Context: an optimization exercise on an open-source flow, tuned for small area. The choices shown serve that exercise and are no tape-out recipe.
At most, simulation tests tie the RTL to the original design; equivalence was not proved.
Power is estimated from default activity; no workload was simulated.

==> run Y <==
// tcomp
module tcomp (
    input  wire        clk,
    input  wire        rst,         
    input  wire        in_valid,
    output wire        in_ready,
    input  wire [19:0] raw,
    input  wire [15:0] t1,          
    input  wire [15:0] t2,          
    input  wire [7:0]  t3,          
    output reg         out_valid,
    output wire [15:0] temp,
    output wire        temp_ovf
);
==> module tcomp, before the edit <==
module tcomp (
    input  wire        clk,
    input  wire        rst,         
    input  wire        in_valid,
    output wire        in_ready,
    input  wire [19:0] raw,
    input  wire [15:0] t1,          
    input  wire [15:0] t2,          
    input  wire [7:0]  t3,          
    output reg         out_valid,
    output wire [15:0] temp,
    output wire        temp_ovf
);
    reg [6:0]  cnt;
    reg        sb;                  
    reg [16:0] A;
    reg [7:0]  B;
    reg [19:0] S;
    reg        d1, d2;              
    reg [1:0]  c5;                  
    assign in_ready = (cnt == 7'd100);
    wire   accept   = in_valid & in_ready;
    wire [16:0] h  = {1'b0, raw[19:4]} - {1'b0, t1};
    wire [17:0] v1 = {h, raw[3]};
    wire [31:0] W  = {14'd0, v1};
    wire flush = (cnt < 7'd34);
    wire selH  = (cnt >= 7'd34) & (cnt <= 7'd50);
    wire selT  = (cnt >= 7'd65) & (cnt <= 7'd82);
    wire inv   = (cnt == 7'd50) | (cnt == 7'd82);
    wire m3first = (cnt == 7'd65);
    wire [17:0] X  = selH ? {h[16], h} : selT ? {{2{t2[15]}}, t2} : 18'd0;
    wire [17:0] pp = sb ? (X ^ {18{inv}}) : 18'd0;
    wire        cin = ((cnt == 7'd50) & sb) | ((cnt >= 7'd76) & S[0]);
    wire [17:0] aa  = {A[16], A[16:1], A[0] & ~m3first};
    wire [17:0] sum = aa + pp + {17'd0, cin};
    wire        e   = sum[0];
    wire        bsin = m3first ? A[0] : ((cnt >= 7'd46) & (cnt <= 7'd64) & e);
    wire        cinB = (cnt == 7'd62) & h[16];
    wire [8:0]  sumB = {B[7], B} + (bsin ? {t3[7], t3} : 9'd0) + {8'd0, cinB};
    wire        x    = (cnt >= 7'd76) & e;
    wire [2:0]  ys   = {2'b0, x} + {2'b0, d2} + {1'b0, c5} + {2'b0, (cnt == 7'd83)};
    always @(posedge clk) begin
        if (rst | ~in_valid | accept)
            cnt <= 7'd0;
        else
            cnt <= cnt + 7'd1;
        if (rst)
            out_valid <= 1'b0;
        else
            out_valid <= accept;
        sb <= W[cnt[4:0]];
        A  <= {sum[17] & ~flush, sum[16:1]};
        B  <= {sumB[8] & ~flush, sumB[7:1]};
        d1 <= x;
        d2 <= d1;
        c5 <= ys[2:1];
        S  <= {(cnt >= 7'd84) ? ys[0] : sumB[0], S[19:1]};
    end
    assign temp     = S[18:3];
    assign temp_ovf = S[19] ^ S[18];
endmodule
export LEC_CHECK = 0
export CAP_MARGIN = 20
export CORE_MARGIN = 2
export CORE_UTILIZATION = 55
export SLEW_MARGIN = 20
create_clock -name core_clock -period 20.0 [get_ports {clk}]
run.sh (not shown) runs the stock make flow with config.mk's settings and CLKGATE_MAP_FILE= SYNTH_SCRIPT=/design/flow/synth_recipe.tcl, a recipe that flattens the netlist after the stock synthesis.
==> run A: changes against run Y <==
==> flow/design.v (replaced) <==
module tcomp (
    input  wire        clk,
    input  wire        rst,         
    input  wire        in_valid,
    output wire        in_ready,
    input  wire [19:0] raw,
    input  wire [15:0] t1,          
    input  wire [15:0] t2,          
    input  wire [7:0]  t3,          
    output reg         out_valid,
    output wire [15:0] temp,
    output wire        temp_ovf
);
    localparam [6:0] C_ACC = 7'd98;
    reg [6:0]  cnt;
    reg        sb;                  
    reg [16:0] A;
    reg [7:0]  B;
    reg [19:0] S;
    reg        d1, d2;              
    reg [1:0]  c5;                  
    assign in_ready = (cnt == C_ACC);
    wire   accept   = in_valid & in_ready;
    genvar gi;
    wire [15:0] hs;
    wire [16:0] hc;
    assign hc[0] = 1'b1;
    generate for (gi = 0; gi < 16; gi = gi + 1) begin : g_h
        wire tn = ~t1[gi];
        assign hs[gi]   = raw[gi+4] ^ tn ^ hc[gi];
        assign hc[gi+1] = (raw[gi+4] & tn) | (raw[gi+4] & hc[gi]) | (tn & hc[gi]);
    end endgenerate
    wire [16:0] h  = {~hc[16], hs};
    wire [17:0] v1 = {h, raw[3]};
    wire [31:0] W  = {14'd0, v1};
    wire [4:0]  widx = cnt[4:0] + 5'd2;
    wire flush   = (cnt < 7'd32);
    wire act     = (cnt >= 7'd32) & (cnt <= 7'd94);
    wire selT    = (cnt >= 7'd63);
    wire inv     = (cnt == 7'd48) | (cnt == 7'd80);
    wire m3first = (cnt == 7'd63);
    wire [17:0] X  = selT ? {{2{t2[15]}}, t2} : {h[16], h};
    wire        sg = sb & act;
    wire [17:0] pp = sg ? (X ^ {18{inv}}) : 18'd0;
    wire        cin = ((cnt == 7'd48) & sg) | ((cnt >= 7'd74) & S[0]);
    wire [17:0] aa  = {A[16], A[16:1], A[0] & ~m3first};
    wire [17:0] sum;
    wire [18:0] ca;
    assign ca[0] = cin;
    generate for (gi = 0; gi < 18; gi = gi + 1) begin : g_fa
        assign sum[gi]  = aa[gi] ^ pp[gi] ^ ca[gi];
        assign ca[gi+1] = (aa[gi] & pp[gi]) | (aa[gi] & ca[gi]) | (pp[gi] & ca[gi]);
    end endgenerate
    wire        e   = sum[0];
    wire        bsin = m3first ? A[0] : ((cnt >= 7'd44) & (cnt <= 7'd62) & e);
    wire        cinB = (cnt == 7'd60) & h[16];
    wire [8:0]  ab = {B[7], B};
    wire [8:0]  pb = bsin ? {t3[7], t3} : 9'd0;
    wire [8:0]  sumB;
    wire [9:0]  cb;
    assign cb[0] = cinB;
    generate for (gi = 0; gi < 9; gi = gi + 1) begin : g_fb
        assign sumB[gi]  = ab[gi] ^ pb[gi] ^ cb[gi];
        assign cb[gi+1] = (ab[gi] & pb[gi]) | (ab[gi] & cb[gi]) | (pb[gi] & cb[gi]);
    end endgenerate
    wire        x    = (cnt >= 7'd74) & e;
    wire [2:0]  ys   = {2'b0, x} + {2'b0, d2} + {1'b0, c5} + {2'b0, (cnt == 7'd81)};
    always @(posedge clk) begin
        if (rst | ~in_valid | accept)
            cnt <= 7'd0;
        else
            cnt <= cnt + 7'd1;
        if (rst)
            out_valid <= 1'b0;
        else
            out_valid <= accept;
        sb <= W[widx];
        A  <= {sum[17] & ~flush, sum[16:1]};
        B  <= {sumB[8] & ~flush, sumB[7:1]};
        d1 <= x;
        d2 <= d1;
        c5 <= ys[2:1];
        S  <= {(cnt >= 7'd82) ? ys[0] : sumB[0], S[19:1]};
    end
    assign temp     = S[18:3];
    assign temp_ovf = S[19] ^ S[18];
endmodule
==> flow/flow/run.sh (new file) <==
#!/bin/bash
# The standard layout, with port buffers of the smallest buffer and a
# lighter clock tree (no dummy loads); all tool output goes to flow.log.
set -uo pipefail
bash standard.sh \
  'BUFFER_PORTS_ARGS=-buffer_cell sky130_fd_sc_hd__buf_1' \
  'CTS_ARGS=-sink_clustering_enable -repair_clock_nets -dont_use_dummy_load -buf_list sky130_fd_sc_hd__clkbuf_16 -root_buf sky130_fd_sc_hd__clkbuf_16 -sink_clustering_size 64 -sink_clustering_max_diameter 500' \
  RECOVER_POWER=100 \
  finish > flow.log 2>&1
==> flow/standard.sh (new file) <==
#!/bin/bash
# synth_recipe.tcl (not shown) runs the flow's synth.tcl, then flattens the netlist and writes it again
# the make line also repeats each setting of config.mk as NAME=value (left out here)
make -C /OpenROAD-flow-scripts/flow DESIGN_CONFIG=/design/flow/config.mk WORK_HOME=/design/flow/orfs CLKGATE_MAP_FILE= SYNTH_SCRIPT=/design/flow/synth_recipe.tcl "${@:-finish}"
removed: flow/run.sh
==> notes.md <==
| metric | run A | run Y |
|---|---|---|
| Tap Count | 75 | 102 |
| Maximum number of pins on one net before global-route repair | 20 | 17 |
| Vias in the first global route | 2277 | 3724 |
| Area of the die | 6810 um^2 | 8630 um^2 |
| Met2 routed WL | 2.88 mm | 4.97 mm |
| # nets final | 486 | 690 |
| Cell mode on critical path | sky130_fd_sc_hd__fa_1 | sky130_fd_sc_hd__a21oi_1 |
| Multi-input gate share of total cell area | 0.497 | 0.534 |
| Capture endpoint of the worst hold path | S[8] | d2 |
| Root Buffer | sky130_fd_sc_hd__clkbuf_16 | sky130_fd_sc_hd__clkbuf_8 |
| DP Worst Slack | 7660 ps | 11390 ps |
| Final-layout clock-cell area share | 0.0592 | 0.0426 |
| Top-area cell type share of the netlist area | 0.343 | 0.267 |
| Mux contribution to synthesized area | 0.0724 | 0.0147 |
| Net switching power of the design | 0.0602 mW | 0.0772 mW |
| Clock tree skew after final layout | 14.5 ps | 12.4 ps |
| Run status | complete, no violations | complete, no violations |
No functional check of the RTL was part of run Y.

## port drivers added, routing unchanged
No port has a modelled driver above. Below, the same layouts with a new extraction and two added sets of constraints.
Step 1, drivers: a clkbuf_16 drives clk and a buf_2 each remaining input, both assumed.
Step 2 adds t to the input delays and takes it off the output delays; t is the mean of the earliest and latest rising clock arrival at the registers after step 1. Input paths then give back, and output paths get back, about the clock's delay inside the block.
Slacks: no drivers / after step 1 / after step 2; pairs: no drivers / after step 1.
run | shift t [ns] | setup WS [ns] | slew at the worst register clock pin (ns)
run Y | 0.363 | 11.531 / 11.539 / 11.176 | 0.08 / 0.08
run A | 0.345 | 8.073 / 8.082 / 7.737 | 0.05 / 0.05
After both steps every run listed still meets setup and hold. For run Y, which loses most, drivers alone change the setup slack by +0.008 ns; drivers and shift together by -0.355 ns.
